Background: an optimization exercise with open tools, aiming at small area and a short achievable clock period. Do not read the settings as production practice. Function was checked by simulation only, so behaviour that the tests miss may differ from the original. Power figures rest on the tool's default switching activity, not on a simulated workload.

File: constraint.sdc
create_clock -name core_clock -period 7.0 [get_ports {clk}]
set_input_delay 1.4000 -clock core_clock [delete_from_list [all_inputs] [get_ports {clk}]]
set_output_delay 1.4000 -clock core_clock [all_outputs]
set_load 0.01 [all_outputs]
File: standard.sh
#!/bin/bash
# synth_recipe.tcl (not shown) runs the flow's synth.tcl, then flattens the netlist and writes it again
# the make line also repeats each setting of config.mk as NAME=value (left out here)
make -C /OpenROAD-flow-scripts/flow DESIGN_CONFIG=/design/flow/config.mk WORK_HOME=/design/flow/orfs CLKGATE_MAP_FILE= SYNTH_SCRIPT=/design/flow/synth_recipe.tcl "${@:-finish}"
File: design.v
module fp_exponent_adder (
    input  wire [10:0] a,
    input  wire [10:0] b,
    input  wire        cin,
    output wire [10:0] s
);
    wire [11:0] g0 = {a & b, cin};
    wire [11:0] p0 = {a ^ b, 1'b0};
    wire [11:0] g1, p1, g2, p2, g3, p3, g4, p4;
    genvar i;
    generate
        for (i = 0; i < 12; i = i + 1) begin : l1
            if (i % 2 == 1) begin : c
                assign g1[i] = g0[i] | (p0[i] & g0[i - 1]);
                assign p1[i] = p0[i] & p0[i - 1];
            end else begin : k
                assign g1[i] = g0[i];
                assign p1[i] = p0[i];
            end
        end
        for (i = 0; i < 12; i = i + 1) begin : l2
            if (i % 4 >= 2) begin : c
                assign g2[i] = g1[i] | (p1[i] & g1[i - (i % 4) + 1]);
                assign p2[i] = p1[i] & p1[i - (i % 4) + 1];
            end else begin : k
                assign g2[i] = g1[i];
                assign p2[i] = p1[i];
            end
        end
        for (i = 0; i < 12; i = i + 1) begin : l3
            if (i % 8 >= 4) begin : c
                assign g3[i] = g2[i] | (p2[i] & g2[i - (i % 8) + 3]);
                assign p3[i] = p2[i] & p2[i - (i % 8) + 3];
            end else begin : k
                assign g3[i] = g2[i];
                assign p3[i] = p2[i];
            end
        end
        for (i = 0; i < 12; i = i + 1) begin : l4
            if (i % 16 >= 8) begin : c
                assign g4[i] = g3[i] | (p3[i] & g3[7]);
            end else begin : k
                assign g4[i] = g3[i];
            end
        end
    endgenerate
    assign s = p0[11:1] ^ g4[10:0];
endmodule
module subnormal_normalizer (
    input  wire [22:0] m,
    output wire [4:0]  lz23
);
    wire [31:0] w = {m, 9'h1FF};
    wire [15:0] v1;
    wire [15:0] c1;
    wire [7:0]  v2;
    wire [15:0] c2;
    wire [3:0]  v3;
    wire [11:0] c3;
    wire [1:0]  v4;
    wire [7:0]  c4;
    genvar i;
    generate
        for (i = 0; i < 16; i = i + 1) begin : g1
            assign v1[i] = w[2*i+1] | w[2*i];
            assign c1[i] = ~w[2*i+1];
        end
        for (i = 0; i < 8; i = i + 1) begin : g2
            assign v2[i] = v1[2*i+1] | v1[2*i];
            assign c2[2*i+1 -: 2] = v1[2*i+1] ? {1'b0, c1[2*i+1]} : {1'b1, c1[2*i]};
        end
        for (i = 0; i < 4; i = i + 1) begin : g3
            assign v3[i] = v2[2*i+1] | v2[2*i];
            assign c3[3*i+2 -: 3] = v2[2*i+1] ? {1'b0, c2[4*i+3 -: 2]} : {1'b1, c2[4*i+1 -: 2]};
        end
        for (i = 0; i < 2; i = i + 1) begin : g4
            assign v4[i] = v3[2*i+1] | v3[2*i];
            assign c4[4*i+3 -: 4] = v3[2*i+1] ? {1'b0, c3[6*i+5 -: 3]} : {1'b1, c3[6*i+2 -: 3]};
        end
    endgenerate
    assign lz23 = v4[1] ? {1'b0, c4[7:4]} : {1'b1, c4[3:0]};
endmodule
module overflow_underflow_detector (
    input  wire [23:0] a,
    input  wire [4:0]  amt,
    output wire [23:0] z,
    output wire        sticky
);
    wire [23:0] s4 = amt[4] ? {16'd0, a[23:16]}  : a;
    wire        k4 = amt[4] & (|a[15:0]);
    wire [23:0] s3 = amt[3] ? {8'd0, s4[23:8]}   : s4;
    wire        k3 = amt[3] & (|s4[7:0]);
    wire [23:0] s2 = amt[2] ? {4'd0, s3[23:4]}   : s3;
    wire        k2 = amt[2] & (|s3[3:0]);
    wire [23:0] s1 = amt[1] ? {2'd0, s2[23:2]}   : s2;
    wire        k1 = amt[1] & (|s2[1:0]);
    assign      z  = amt[0] ? {1'd0, s1[23:1]}   : s1;
    wire        k0 = amt[0] & s1[0];
    assign sticky = k4 | k3 | k2 | k1 | k0;
endmodule
module fp_scaler_core (
    input  wire        clk,
    input  wire [31:0] x,
    input  wire [31:0] n,
    output reg  [31:0] y,
    output reg  [4:0]  fflags
);
    genvar gi;
    wire [7:0]  e1 = x[30:23];
    wire [22:0] m1 = x[22:0];
    wire        h1 = |e1;
    wire [4:0]  lz23;
    subnormal_normalizer u_lz (.m(m1), .lz23(lz23));
    wire        n_small = (n[31:9] == {23{n[31]}});
    wire [7:0]  em1 = e1 - 8'd1;
    reg         s_a, h_a, nonfin_a, bp_a, bn_a;
    reg  [22:0] m_a;
    reg  [7:0]  kk_a;      
    reg  [9:0]  n_a;
    always @(posedge clk) begin
        s_a      <= x[31];
        m_a      <= m1;
        h_a      <= h1;
        nonfin_a <= &e1;
        kk_a     <= h1 ? em1 : {3'b111, ~lz23};
        n_a      <= n[9:0];
        bp_a     <= ~n[31] & ~n_small;
        bn_a     <=  n[31] & ~n_small;
    end
    wire [10:0] u;
    fp_exponent_adder u_add (.a({~h_a, ~h_a, ~h_a, kk_a}), .b({n_a[9], n_a}),
                             .cin(1'b0), .s(u));
    wire t_pos   = ~u[10];
    wire t_over  = ~u[10] & (u[9] | u[8] | (&u[7:1]));                     
    wire t_under =  u[10] & ~((&u[9:5]) & (u[4] | (u[3] & (|u[2:0]))));   
    wire [4:0] lz;
    assign lz[0] = kk_a[0];
    assign lz[1] = kk_a[1] ^ kk_a[0];
    assign lz[2] = kk_a[2] ^ (kk_a[1] | kk_a[0]);
    assign lz[3] = kk_a[3] ^ (kk_a[2] | kk_a[1] | kk_a[0]);
    assign lz[4] = kk_a[4] ^ (kk_a[3] | kk_a[2] | kk_a[1] | kk_a[0]);
    wire        m_nz    = |m_a;
    wire        is_zero = ~h_a & ~m_nz;
    wire        of2 = ~is_zero & ~nonfin_a & (bp_a | (~bn_a & t_over));
    wire        uf2 = ~is_zero & ~nonfin_a & ~of2 & (bn_a | t_under);
    wire        special = is_zero | nonfin_a | of2 | uf2;
    wire        dir_left = nonfin_a | (h_a ? t_pos : ~n_a[9]);
    wire [4:0]  amt = nonfin_a ? 5'd0 :
                      h_a ? (t_pos ? 5'd0 : ~u[4:0])
                          : (n_a[9] ? ~n_a[4:0] : (t_pos ? lz : n_a[4:0]));
    wire [23:0] V = {h_a, m_a};
    wire [23:0] Vr;
    generate for (gi = 0; gi < 24; gi = gi + 1) begin : g_rev
        assign Vr[gi] = V[23 - gi];
    end endgenerate
    reg         s_b, left_b, right_b, nanq_b, nv_b, of_b, uf_b, ff_b, et_b;
    reg  [23:0] si_b;
    reg  [4:0]  amt_b;
    reg  [7:0]  u_b;
    always @(posedge clk) begin
        s_b     <= s_a;
        si_b    <= dir_left ? Vr : V;
        amt_b   <= amt;
        left_b  <= nonfin_a | (~special & dir_left);
        right_b <= ~special & ~dir_left;
        ff_b    <= nonfin_a | of2;
        et_b    <= ~special & dir_left & t_pos;
        u_b     <= u[7:0];
        nanq_b  <= nonfin_a & m_nz;
        nv_b    <= nonfin_a & m_nz & ~m_a[22];
        of_b    <= of2;
        uf_b    <= uf2;
    end
    wire [23:0] z;
    wire        sticky;
    overflow_underflow_detector u_sh (.a(si_b), .amt(amt_b), .z(z), .sticky(sticky));
    wire [22:0] vl;
    generate for (gi = 0; gi < 23; gi = gi + 1) begin : g_rev2
        assign vl[gi] = z[23 - gi];
    end endgenerate
    wire [22:0] q    = z[23:1];
    wire        rbit = z[0];
    wire        nx   = rbit | sticky;
    wire        up   = rbit & (sticky | q[0]);
    wire [23:0] ones;
    assign ones[0] = 1'b1;
    generate for (gi = 1; gi < 24; gi = gi + 1) begin : g_inc
        assign ones[gi] = &q[gi - 1:0];
    end endgenerate
    wire [23:0] qr = {1'b0, q} ^ ({24{up}} & ones);
    wire        rnx = right_b & nx;
    always @(posedge clk) begin
        y[31]    <= s_b;
        y[30:23] <= ({8{ff_b}} | ({8{et_b}} & (u_b + 8'd1))) | {7'd0, right_b & qr[23]};
        y[22:0]  <= left_b  ? {vl[22] | nanq_b, vl[21:0]} :
                    right_b ? qr[22:0] : 23'd0;
        fflags   <= {nv_b, 1'b0, of_b, uf_b | rnx, of_b | uf_b | rnx};
    end
endmodule
module fp_scaler (
    input  wire        clk,
    input  wire        rst,        
    input  wire        in_valid,
    input  wire [31:0] x,
    input  wire [31:0] n,
    output reg         out_valid,
    output wire [31:0] y,
    output wire [4:0]  fflags
);
    reg v_a, v_b;
    fp_scaler_core u_core (.clk(clk), .x(x), .n(n), .y(y), .fflags(fflags));
    always @(posedge clk) begin
        if (rst) begin
            v_a       <= 1'b0;
            v_b       <= 1'b0;
            out_valid <= 1'b0;
        end else begin
            v_a       <= in_valid;
            v_b       <= v_a;
            out_valid <= v_b;
        end
    end
endmodule
File: flow/run.sh
#!/bin/bash
set -e
cd "$(dirname "$0")/.."
echo "export BUFFER_PORTS_ARGS = -buffer_cell sky130_fd_sc_hd__buf_1" >> config.mk
export BUFFER_PORTS_ARGS="-buffer_cell sky130_fd_sc_hd__buf_1"
bash standard.sh > standard.log 2>&1
File: config.mk
export PLATFORM = sky130hd
export DESIGN_NAME = fp_scaler
export DESIGN_NICKNAME = fp_scaler
export VERILOG_FILES = /design/flow/design.v
export SDC_FILE = /design/flow/constraint.sdc
export NUM_CORES = 4
export LEC_CHECK = 0
export ABC_AREA = 1
export CAP_MARGIN = 20
export CORE_MARGIN = 2
export CORE_UTILIZATION = 40
export CTS_BUF_LIST = sky130_fd_sc_hd__clkbuf_8
export SETUP_SLACK_MARGIN = 4.5
export SLEW_MARGIN = 20
export BUFFER_PORTS_ARGS = -buffer_cell sky130_fd_sc_hd__buf_1
==> flow_metrics.tcl, run 1 <==
set metrics [dict create \
    status "complete, no violations" \
    p_per_area_mw_per_mm2 266 \
    die_h_um 136 \
    dpl.hpwl_mm 12.8 \
    p_leak_nw 3.84 \
    p_sw_mw 0.836 \
    setup_viol 0 \
    maxCapViolCount 0 \
    power_frac_seq_pct 38.6 \
    cts_tree "yes" \
    critPathArrivalTime_ns 2.84 \
    routed_wl_mm 17.6 \
    irDropWorstVdd_mv 0.139 \
    htreeDepth 4 \
    critical_path.max_fanout 3 \
    start_util_pct 40.4 \
    synth_ff_type "dfxtp_1" \
    worstSetupPathType "reg -> reg" \
    area_growth_pct 22.4 \
    n_antenna_cell 0 \
    tightest_slew_ns 0.684 \
    first_iter_violations 450 \
    insertion_delay_ns 0.46 \
    slew_violations 0 \
    relSlewSlack_pct 54.3 \
    finalClockSkew_ns 0.0229 \
    p_int_mw 1.42 \
    pwr-share-clk_pct 29.4 \
    power_frac_comb_pct 32.0 \
    period_share_pct 34.9 \
    seq_area_frac_synth_pct 37.9 \
    num_vias 6724 \
    cts-root-buf "clkbuf_8" \
    dieWidth_um 136 \
    layout-drive-gt1-share_pct 16.8 \
    critical_path_required_ns 7.39 \
    grt_usage_pct 18.9 \
    grt_pass1_vias 5784 \
    overflow 0 \
    min_path_cells 0 \
    cts.clk_slew.worst_paths_ns 0.08 \
    gp_congestion 0.868 \
    synthesis.area_sq_mm 0.00692 \
    rsz0062_at_grt "true" \
    finalSetupTns_ns 0 \
    path_cells "ha_4 -> a21o_1 -> a21oi_2 -> nand2_2 -> inv_2 -> fa_2 -> inv_2 -> nand3_2 -> nor2_4 -> nand3_2 -> nand2_2 -> nand4_1 -> buf_4 -> nor2_2" \
    nets 1211 \
    cts.sinks 131 \
    ys_ff_latch 131 \
    syn_nets 1086 \
    finalPower_mw 2.25 \
    drc_errors 0 \
    antenna_found_initial 0 \
    hold_violations 0 \
    synth_cells 1001 \
    synth_edf_count 0 \
    grt_pass1_wl_mm 27.8 \
    core.rowCount 48 \
    clk_path_buf_depth 2 \
    min_path_type "reg -> reg" \
    ant_nets 0 \
    swShare_pct 37.1 \
    end_kind "flop" \
    core_region_area_sq_mm 0.0171 \
    dieArea_sq_mm 0.0184 \
    detail_route.wl_per_cell_um 12.9 \
    clock.fmax_mhz 409 \
    cpPeakStageDelay_ns 0.44 \
    syn_avg_cell_area_sq_um 6.91 \
    worst_path_max_delay_cell "fa_2" \
    grt_max_degree 44 \
    avgViaCountPerCell 4.93 \
    ys_types 50 \
    io_pins 105 \
    io_buffer_count 103 \
    drt_pass1_iterations 5 \
    start_kind "flop" \
    numCtsBuffers 17 \
    fin_crit_ns 2.45 \
    rr_worst_depth 14 \
    async_reset_ff_share_pct 0 \
    synth.yosys.warnings 2 \
]
[cell usage in the layout, fill, tap and decap left out, types with 8 or more instances in the layout]
cell,n
nand2_1,269
inv_1,89
buf_1,102
o21ai_0,48
o22ai_1,8
dfxtp_1,121
clkbuf_8,19
ha_1,8
nand2_2,36
nand3_1,135
buf_4,26
nand4_1,13
nor3_1,11
nor4_1,9
clkinvlp_4,8
nor2_1,66
a21oi_1,23
o21ai_1,12
nand3_2,15
[worst max-delay path, delay by kind of cell, from the launching register on]
kind                     cells  cell delay [ns]
AND/OR/NAND/NOR              7             0.65
AO/OA/AOI/OAI                2             0.36
adder cells (fa/ha/maj)      2             0.68
buffers and inverters        3             0.32
flip-flops                   1             0.36
[synth_stat cells (2+ instances only)]
library cell,instances,area (sq um)
nand3b_1,2,15.0
fa_1,3,60.1
clkbuf_1,10,37.5
buf_8,2,30.0
or3_1,2,12.5
nand3_2,9,90.1
inv_2,3,11.3
nand2_2,28,175
dfxtp_1,131,2620
nand2_1,279,1050
o31ai_1,4,30.0
nor3_1,14,70.1
nor2_1,72,270
buf_2,16,80.1
o22ai_1,8,50.1
xor2_1,6,52.6
o21ai_1,9,45.0
o21bai_1,4,30.0
or2_2,7,43.8
a21oi_1,25,125
nor4_1,9,56.3
o21ai_0,51,255
and3_1,2,12.5
nand4_1,13,81.3
inv_1,99,372
buf_4,3,22.5
nor2_4,4,45.0
a21o_1,2,15.0
xnor2_1,5,43.8
buf_6,4,45.0
nand3_1,142,711
ha_1,15,188
[registers in the layout, indices dropped and copies added, names as in the netlist, 4 cells and up]
name           count
u_core.u_b         8
u_core.si_b       24
u_core.amt_b       5
u_core.y          32
u_core.m_a        23
u_core.kk_a        8
u_core.n_a        10
u_core.fflags      4
[routing by layer]
layer	GRT usage [%]	wire length (um)
met1	27.0	8400
met2	28.5	7750
met3	3.55	1090
met4	6.37	349
met5	0	0
[power groups by stage]
stage	Combinational, mW	Clock [mW]	Sequential, mW
after floorplan	0.495	0	0.867
after global placement	0.599	0	0.887
after detailed placement	0.602	0	0.888
after CTS	0.618	0.678	0.873
after global routing	0.814	0.707	0.876
final	0.722	0.662	0.869
[stage by stage]
stage | hold slack [ns] | cells | worst slack, ns | area (sq um) | utilization (%)
6_report | 0.329 | 1364 | 4.55 | 8470 | 49.5
5_1_grt | 0.342 | 1364 | 4.40 | 8470 | 49.5
4_1_cts | 0.334 | 1332 | 4.50 | 7970 | 46.6
3_5_place_dp | 0.315 | 1295 | 3.93 | 7440 | 43.5
3_3_place_gp | 0.311 | 1295 | 4.01 | 7440 | 43.5
2_1_floorplan | 0.310 | 1001 | 4.48 | 6990 | -
[cells by family after synthesis]
| logic type | after synthesis | share of synthesized area, % |
|---|---|---|
| AND/OR/NAND/NOR | 590 | 39.1 |
| other | 1 | 0.0542 |
| AO/OA/AOI/OAI | 110 | 8.75 |
| XOR/XNOR | 11 | 1.39 |
| adder cells (fa/ha/maj) | 18 | 3.58 |
| flip-flops | 131 | 37.9 |
| buffers and inverters | 140 | 9.22 |
[timing repair]
action,4_1_cts,5_1_grt
endpoints found under the hold margin,0,0
setup buffers,4,29
endpoints found under the setup margin,51,35
pin swaps,2,25
resized for setup,21,64
gates cloned,1,3
hold buffers,0,0
[final timing paths]
kind             startpoint              to  slack, ns
max          u_core.kk_a[4]  u_core.right_b       4.55
min              u_core.s_a      u_core.s_b       0.33
max reg2reg  u_core.kk_a[4]  u_core.right_b       4.55
min reg2reg      u_core.s_a      u_core.s_b       0.33
[layout make-up]
cell class	count	area, sq um
Fill cell	1753	8640
Multi-Input combinational cell	730	3880
Sequential cell	131	2650
Timing Repair Buffer	139	748
Inverter	103	457
Tap cell	225	282
Clock buffer	19	262
Clock inverter	13	148
Timing Repair inverter	4	42.5
==> run 2, diff against run 1 <==
==> run.sh (new file) <==
#!/bin/bash
# synth_recipe.tcl (not shown) runs the flow's synth.tcl, then flattens the netlist and writes it again
# the make line also repeats each setting of config.mk as NAME=value (left out here)
make -C /OpenROAD-flow-scripts/flow DESIGN_CONFIG=/design/flow/config.mk WORK_HOME=/design/flow/orfs CLKGATE_MAP_FILE= SYNTH_SCRIPT=/design/flow/synth_recipe.tcl finish
--- a/config.mk
+++ b/config.mk
@@ -9,7 +9,4 @@
 export CAP_MARGIN = 20
 export CORE_MARGIN = 2
 export CORE_UTILIZATION = 40
-export CTS_BUF_LIST = sky130_fd_sc_hd__clkbuf_8
-export SETUP_SLACK_MARGIN = 4.5
 export SLEW_MARGIN = 20
-export BUFFER_PORTS_ARGS = -buffer_cell sky130_fd_sc_hd__buf_1
removed: flow/run.sh
removed: standard.sh
==> run 2 against run 1 <==
Critical path depth decreased by 2. Die area unchanged. Clock-buffer cell count decreased by 1. Non-clock buffer count decreased by 32. Total power increased by 12%. Sequential share of layout area decreased by 1.1 points. Synthesized cell count unchanged. Worst hold slack got worse by 0.0032 ns. Utilization increased by 1.2 points. Critical path type unchanged.
==> flow_metrics.tcl, run 2 <==
set metrics [dict create \
    n_antenna_cell 0 \
    status "complete, no violations" \
    drc_errors 0 \
    layout-drive-gt1-share_pct 8.35 \
    cts_tree "yes" \
    area_growth_pct 25.5 \
    yosysTopAreaCell "dfxtp_1" \
    clock.fmax_mhz 317 \
    slew_violations 0 \
    avgViaCountPerCell 4.93 \
    start_kind "flop" \
    cts_setup_buffers 0 \
    antenna_found_initial 0 \
    ant_nets 0 \
    top_register "u_core.y" \
    dieWidth_um 136 \
    final_common_cell "nand2_1" \
    seq_area_frac_synth_pct 37.9 \
    critical_path_required_ns 7.27 \
    cts.clk_slew.worst_paths_ns 0.06 \
    grt_usage_pct 18.9 \
    cts_resized 0 \
    critPathArrivalTime_ns 3.43 \
    ys_top_cells_by_area "dfxtp_1 38%, nand2_1 15%, nand3_1 10%" \
    startpoint "u_core.amt_b[3]" \
    cts-root-buf "clkbuf_16" \
    overflow 0 \
    detail_route.wl_per_cell_um 12.6 \
    grt_pass1_vias 5900 \
    clk_path_buf_depth 2 \
    path_cells "inv_2 -> nand3_1 -> nand3_1 -> nand3_1 -> nand3_1 -> nand2_2 -> nor2_1 -> nor2_2 -> ha_1 -> nand2_1 -> nand3_1 -> o21ai_0" \
    p_leak_nw 4.01 \
    nets 1175 \
    synth_cells 1001 \
    grt_max_degree 44 \
    hold_path.startpoint "u_core.s_b" \
    hold_ws_ns 0.326 \
    hold_violations 0 \
    largest_reg_flops 32 \
    min_path_type "reg -> reg" \
    io_pins 105 \
    num_vias 6543 \
    synth_ff_type "dfxtp_1" \
    synth_top_area_share_pct 37.9 \
    r2r-start "u_core.amt_b[3]" \
    relSlewSlack_pct 44.1 \
    setup_slack_ns 3.84 \
    utilization_pct 50.7 \
    rsz0062_at_grt "false" \
    numCtsBuffers 17 \
    dieArea_sq_mm 0.0184 \
    cp_common_cell "nand3_1" \
    grt_pass1_wl_mm 27.8 \
    first_iter_violations 373 \
    hold_buffers 0 \
    async_reset_ff_share_pct 0 \
    post-place-ws_ns 3.69 \
    ys_ff_latch 131 \
    tightest_slew_ns 0.837 \
    cts.sinks 131 \
    end_kind "flop" \
    maxCapViolCount 0 \
    core_region_area_sq_mm 0.0171 \
    io_buffer_count 103 \
    synth_most_common_cell "nand2_1" \
    largest_registers "u_core.y: 32 flops, u_core.si_b: 24 flops, u_core.m_a: 23 flops" \
    syn_avg_cell_area_sq_um 6.91 \
    gp_congestion 0.928 \
    period_share_pct 45.1 \
    core.rowCount 48 \
    irDropWorstVdd_mv 0.171 \
    finalSetupTns_ns 0 \
    synthesis.area_sq_mm 0.00692 \
    syn_nets 1086 \
    worst_path_max_delay_cell "dfxtp_1" \
    cpPeakStageDelay_ns 0.82 \
    setup_viol 0 \
    start_util_pct 40.4 \
    insertion_delay_ns 0.41 \
    routed_wl_mm 16.7 \
    ys_types 50 \
    netlist_top_cells_count "279 x nand2_1, 142 x nand3_1, 131 x dfxtp_1" \
    worstSetupPathType "reg -> reg" \
    dpl.hpwl_mm 12.9 \
    finalClockSkew_ns 0.00910 \
    fin_crit_ns 3.16 \
    drt_pass1_iterations 5 \
    die_h_um 136 \
    critical_path.max_fanout 22 \
    mostFrequentLayoutCells "279 x nand2_1, 142 x nand3_1, 131 x dfxtp_1, 103 x clkdlybuf4s50_1, 99 x inv_1" \
    synth.yosys.warnings 2 \
    p_per_area_mw_per_mm2 290 \
    htreeDepth 4 \
    synth_edf_count 0 \
]
## run 2: worst max-delay path: cells and delay by family (launching register included)
family	cells	cell delay, ns
AOI/OAI and AO/OA	1	0.10
adders and majority gates	1	0.27
buffers and inverters	1	0.38
DFF	1	0.82
and+or+nand+nor	9	1.45
## run 2: through the flow
stage                     std cells  instance area [sq um]  power (mW)
after floorplan                1001                   6920        1.36
after global placement         1296                   8030        1.53
after detailed placement       1296                   8030        1.53
after CTS                      1327                   8690        2.53
after global routing           1327                   8690        2.66
final                          1327                   8690        2.51
## run 2: routing by layer
layer / part of all wire [%] / track usage (%) / wire length (um) / vias to the layer above
met4: 1.9 / 7.58 / 310 / 0
met3: 4.9 / 3.59 / 822 / 28
li1: - / - / - / 3440
met5: 0 / 0 / 0 / -
met2: 45 / 29.3 / 7450 / 195
met1: 49 / 25.8 / 8130 / 2880
## run 2: final cells by class
cell class | count | area [sq um]
Clock buffer | 18 | 429
Clock inverter | 13 | 231
Fill cell | 1747 | 8430
Inverter | 103 | 399
Multi-Input combinational cell | 730 | 3660
Sequential cell | 131 | 2620
Tap cell | 225 | 282
Timing Repair Buffer | 107 | 1060
## run 2: kinds of logic after synthesis
logic type               share of synthesized area [%]
XOR/XNOR                                          1.39
AO/OA/AOI/OAI                                     8.75
other                                           0.0542
adder cells (fa/ha/maj)                           3.58
AND/OR/NAND/NOR                                   39.1
buffers and inverters                             9.22
flip-flops                                        37.9
## run 2: where the power goes
group          internal (mW)  switching [mW]  leakage [nW]
clock                  0.666           0.326         0.316
sequential             0.813          0.0552          1.09
combinational          0.242           0.413          2.60
total                   1.72           0.794          4.01
## run 2: final timing paths
path | to | slack (ns) | cells past startpoint
max | u_core.y[1] | 3.84 | 12
min | u_core.y[31] | 0.33 | 0
max reg2reg | u_core.y[1] | 3.84 | 12
min reg2reg | u_core.y[31] | 0.33 | 0
==> run 3, diff against run 2 <==
--- a/design.v
+++ b/design.v
@@ -153,7 +153,7 @@
     generate for (gi = 0; gi < 24; gi = gi + 1) begin : g_rev
         assign Vr[gi] = V[23 - gi];
     end endgenerate
-    reg         s_b, left_b, right_b, nanq_b, nv_b, of_b, uf_b, ff_b, et_b;
+    reg         s_b, left_b, right_b, nanq_b, of_b, uf_b, ff_b, et_b;
     reg  [23:0] si_b;
     reg  [4:0]  amt_b;
     reg  [7:0]  u_b;
@@ -167,7 +167,6 @@
         et_b    <= ~special & dir_left & t_pos;
         u_b     <= u[7:0];
         nanq_b  <= nonfin_a & m_nz;
-        nv_b    <= nonfin_a & m_nz & ~m_a[22];
         of_b    <= of2;
         uf_b    <= uf2;
     end
@@ -194,7 +193,7 @@
         y[30:23] <= ({8{ff_b}} | ({8{et_b}} & (u_b + 8'd1))) | {7'd0, right_b & qr[23]};
         y[22:0]  <= left_b  ? {vl[22] | nanq_b, vl[21:0]} :
                     right_b ? qr[22:0] : 23'd0;
-        fflags   <= {nv_b, 1'b0, of_b, uf_b | rnx, of_b | uf_b | rnx};
+        fflags   <= {nanq_b & ~si_b[1], 1'b0, of_b, uf_b | rnx, of_b | uf_b | rnx};
     end
 endmodule
 module fp_scaler (
==> flow/run.sh (new file) <==
#!/bin/bash
set -e
cd "$(dirname "$0")/.."
{
  echo "export BUFFER_PORTS_ARGS = -buffer_cell sky130_fd_sc_hd__buf_1"
  echo "export CTS_ARGS = -sink_clustering_enable -repair_clock_nets -buf_list sky130_fd_sc_hd__clkbuf_8 -dont_use_dummy_load"
} >> config.mk
export BUFFER_PORTS_ARGS="-buffer_cell sky130_fd_sc_hd__buf_1"
export CTS_ARGS="-sink_clustering_enable -repair_clock_nets -buf_list sky130_fd_sc_hd__clkbuf_8 -dont_use_dummy_load"
bash standard.sh > standard.log 2>&1
==> standard.sh (new file) <==
#!/bin/bash
# synth_recipe.tcl (not shown) runs the flow's synth.tcl, then flattens the netlist and writes it again
# the make line also repeats each setting of config.mk as NAME=value (left out here)
make -C /OpenROAD-flow-scripts/flow DESIGN_CONFIG=/design/flow/config.mk WORK_HOME=/design/flow/orfs CLKGATE_MAP_FILE= SYNTH_SCRIPT=/design/flow/synth_recipe.tcl "${@:-finish}"
--- a/config.mk
+++ b/config.mk
@@ -9,4 +9,8 @@
 export CAP_MARGIN = 20
 export CORE_MARGIN = 2
 export CORE_UTILIZATION = 40
+export CTS_BUF_LIST = sky130_fd_sc_hd__clkbuf_8
+export SETUP_SLACK_MARGIN = 4.5
 export SLEW_MARGIN = 20
+export BUFFER_PORTS_ARGS = -buffer_cell sky130_fd_sc_hd__buf_1
+export CTS_ARGS = -sink_clustering_enable -repair_clock_nets -buf_list sky130_fd_sc_hd__clkbuf_8 -dont_use_dummy_load
removed: run.sh
==> run 3 against run 2 <==
Largest cell class unchanged. Via count about the same. Synthesized cell count decreased by 0.20%. Combinational power up 5.6%. Register-to-register slack improved by 0.65 ns. Highest routed layer unchanged. Die area rose by 0.75%. Sequential share of layout area is 2.3 points higher. Cell area is 7.2% lower. Still clean on timing, DRC and antenna. Clock-buffer cell count fell by 1. Clock power decreased by 55%.
==> flow_metrics.tcl, run 3 <==
set metrics [dict create \
    drt_pass1_iterations 7 \
    io_pins 105 \
    rsz0062_at_grt "true" \
    dieWidth_um 136 \
    critPathArrivalTime_ns 2.87 \
    clk_path_buf_depth 2 \
    mostFrequentLayoutCells "275 x nand2_1, 132 x nand3_1, 121 x dfxtp_1, 102 x buf_1, 89 x inv_1" \
    io_buffer_count 103 \
    ys_ff_latch 130 \
    hold_ws_ns 0.329 \
    critical_path_required_ns 7.36 \
    path_cells "ha_4 -> a21o_1 -> a21oi_2 -> nand2_2 -> inv_2 -> fa_2 -> inv_2 -> nand3_2 -> nor2_2 -> nand3_1 -> nand2_2 -> nand4_1 -> nor3_2" \
    p_leak_nw 3.65 \
    ys_top_cells_by_area "dfxtp_1 37%, nand2_1 15%, nand3_1 9.7%" \
    worstSetupPathType "reg -> reg" \
    largest_reg_flops 32 \
    p_per_area_mw_per_mm2 248 \
    n_antenna_cell 0 \
    worst_path_max_delay_cell "fa_2" \
    postLayoutCellArea_sq_mm 0.00806 \
    synth_cells 999 \
    largest_registers "u_core.y: 32 flops, u_core.si_b: 24 flops, u_core.m_a: 23 flops" \
    cp_num_buf_inv 2 \
    synth_edf_count 0 \
    syn_nets 1084 \
    ys_types 51 \
    numCtsBuffers 17 \
    synth_top_area_share_pct 37.3 \
    syn_avg_cell_area_sq_um 6.98 \
    htreeDepth 4 \
    drc_errors 0 \
    hold_violations 0 \
    cts.clk_slew.worst_paths_ns 0.07 \
    cpPeakStageDelay_ns 0.43 \
    area_growth_pct 15.6 \
    start_kind "flop" \
    seq_area_frac_synth_pct 37.3 \
    cts.sinks 130 \
    nets 1191 \
    async_reset_ff_share_pct 0 \
    status "complete, no violations" \
    netlist_top_cells_count "281 x nand2_1, 135 x nand3_1, 130 x dfxtp_1" \
    grt_pass1_wl_mm 27.5 \
    num_vias 6549 \
    ant_nets 0 \
    synth_most_common_cell "nand2_1" \
    synth.yosys.warnings 2 \
    slew_violations 0 \
    fin_crit_ns 2.51 \
    first_iter_violations 263 \
    die_h_um 136 \
    dpl.hpwl_mm 12.7 \
    period_share_pct 35.9 \
    routed_wl_mm 16.7 \
    cts-root-buf "clkbuf_8" \
    critPathTopFamily "simple AND/OR/NAND/NOR gates" \
    instances_no_fill 1329 \
    placed_cell_area_sq_mm 0.00746 \
    finalClockSkew_ns 0.0235 \
    core_region_area_sq_mm 0.0172 \
    avgViaCountPerCell 4.93 \
    overflow 0 \
    cts_tree "yes" \
    end_kind "flop" \
    dieArea_sq_mm 0.0185 \
    hold_buffers 0 \
    gp_congestion 0.901 \
    setup_viol 0 \
    synthesis.area_sq_mm 0.00698 \
    critical_path.max_fanout 3 \
    maxCapViolCount 0 \
    antenna_found_initial 0 \
    start_util_pct 40.6 \
    insertion_delay_ns 0.45 \
    finalPower_mw 2.00 \
    finalSetupTns_ns 0 \
    top_register "u_core.y" \
    grt_max_degree 44 \
    grt_pass1_vias 5882 \
    irDropWorstVdd_mv 0.183 \
    clock.fmax_mhz 398 \
    final_common_cell "nand2_1" \
    tightest_slew_ns 0.637 \
    dp_cells 1296 \
    detail_route.wl_per_cell_um 12.5 \
    grt_usage_pct 18.4 \
    relSlewSlack_pct 57.5 \
    synth_ff_type "dfxtp_1" \
    layout-drive-gt1-share_pct 13.6 \
    min_path_type "reg -> reg" \
    core.rowCount 48 \
    yosysTopAreaCell "dfxtp_1" \
]
[run 3: cell types whose count changed in the layout (fill, tap and decap cells not counted), moves of 6 or more]
cell             previous run  this run
buf_1                       0       102
buf_4                       4        12
bufinv_16                   6         0
clkbuf_16                  17         0
clkbuf_8                    0        17
clkdlybuf4s50_1           103         0
dfxtp_1                   131       121
dfxtp_2                     0         7
ha_1                       15         9
inv_1                      99        89
nand3_1                   142       132
nand3_2                     9        18
[run 3: area by class of cell]
cell class	instances	area, sq um
clock buffers	17	234
repair buffers	120	564
fillers	1826	9110
inverters	105	457
well taps	225	282
multi-input cells	730	3900
flip-flops and latches	130	2620
repair inverters	2	12.5
[run 3: power by group]
| part | internal (mW) | leakage [nW] | switching (mW) |
|---|---|---|---|
| clock network | 0.213 | 0.122 | 0.238 |
| logic | 0.244 | 2.44 | 0.448 |
| registers | 0.808 | 1.09 | 0.0467 |
[run 3: cell families (layout without fill, tap and decap cells)]
kind of cell    after synthesis  count (layout)  share of synthesized area, %
simple gates                588             589                          39.2
buf+inv                     140             244                          9.78
flops                       130             130                          37.3
compound gates              111             111                          8.75
fa+ha+maj                    18              18                          3.55
xor+xnor                     11              11                          1.38
other cells                   1               1                        0.0538
[run 3: per-stage QoR]
| stage | worst slack [ns] | util [%] |
|---|---|---|
| finish | 4.49 | 46.9 |
| global route | 4.39 | 46.9 |
| CTS | 4.50 | 45.4 |
| detailed placement | 4.09 | 43.4 |
| global placement | 4.16 | 43.4 |
| floorplan | 4.48 | - |
[run 3: worst reg2reg max path, stage by stage, from the launching register on]
cell and delay, ns:
dfxtp_2 0.34, ha_4 0.25, a21o_1 0.19, a21oi_2 0.17, nand2_2 0.07, inv_2 0.06
fa_2 0.43, inv_2 0.07, nand3_2 0.06, nor2_2 0.10, nand3_1 0.09, nand2_2 0.09
nand4_1 0.26, nor3_2 0.27
[run 3: worst paths after layout]
path / from / end / slack, ns / cells after the start
setup / recovery: u_core.kk_a[4] / u_core.et_b / 4.49 / 13
hold / removal: u_core.s_a / u_core.s_b / 0.33 / 0
setup reg to reg: u_core.kk_a[4] / u_core.et_b / 4.49 / 13
hold reg to reg: u_core.s_a / u_core.s_b / 0.33 / 0
[run 3: routing by layer]
metal,vias up,global-route usage (%),share of wire [%]
li1,3453,-,-
met1,2903,25.2,49
met2,169,29.1,45
met3,24,3.88,5.1
met4,0,5.61,1.6
met5,-,0,0
[run 3: what timing repair did]
action / CTS / global route
gates cloned: 0 / 3
setup endpoints to repair: 31 / 37
setup buffers: 1 / 12
pin swaps: 5 / 15
gates resized for setup: 19 / 41

[port drivers added, routing unchanged]
How much do the figures lean on ideal ports? The routed layouts below were timed once more, with nothing changed but the port constraints.
Step 1 sets driving cells, clkbuf_16 on the clock port and buf_2 on the other inputs (assumed; they add their load-dependent delay and slew).
Step 2 adds t to the input delays and takes it off the output delays; t is the mean of the earliest and latest rising clock arrival at the registers after step 1. Input paths then give back, and output paths get back, about the clock's delay inside the block.
Slacks: no drivers / after step 1 / after step 2; pairs: no drivers / after step 1.
run | shift t [ns] | slack for setup (ns) | latest minus earliest clock arrival (ns) | worst slew at a driven data input, ns
run 1 | 0.488 | 4.555 / 4.555 / 4.108 | 0.023 / 0.023 | 0.03
run 2 | 0.454 | 3.841 / 3.841 / 3.680 | 0.010 / 0.009 | 0.04
run 3 | 0.474 | 4.490 / 4.490 / 4.125 | 0.028 / 0.029 | 0.03
After both steps setup and hold are still met in every run listed. For run 1, which loses most, drivers alone change the setup slack by 0.000 ns; drivers and shift together by -0.447 ns.
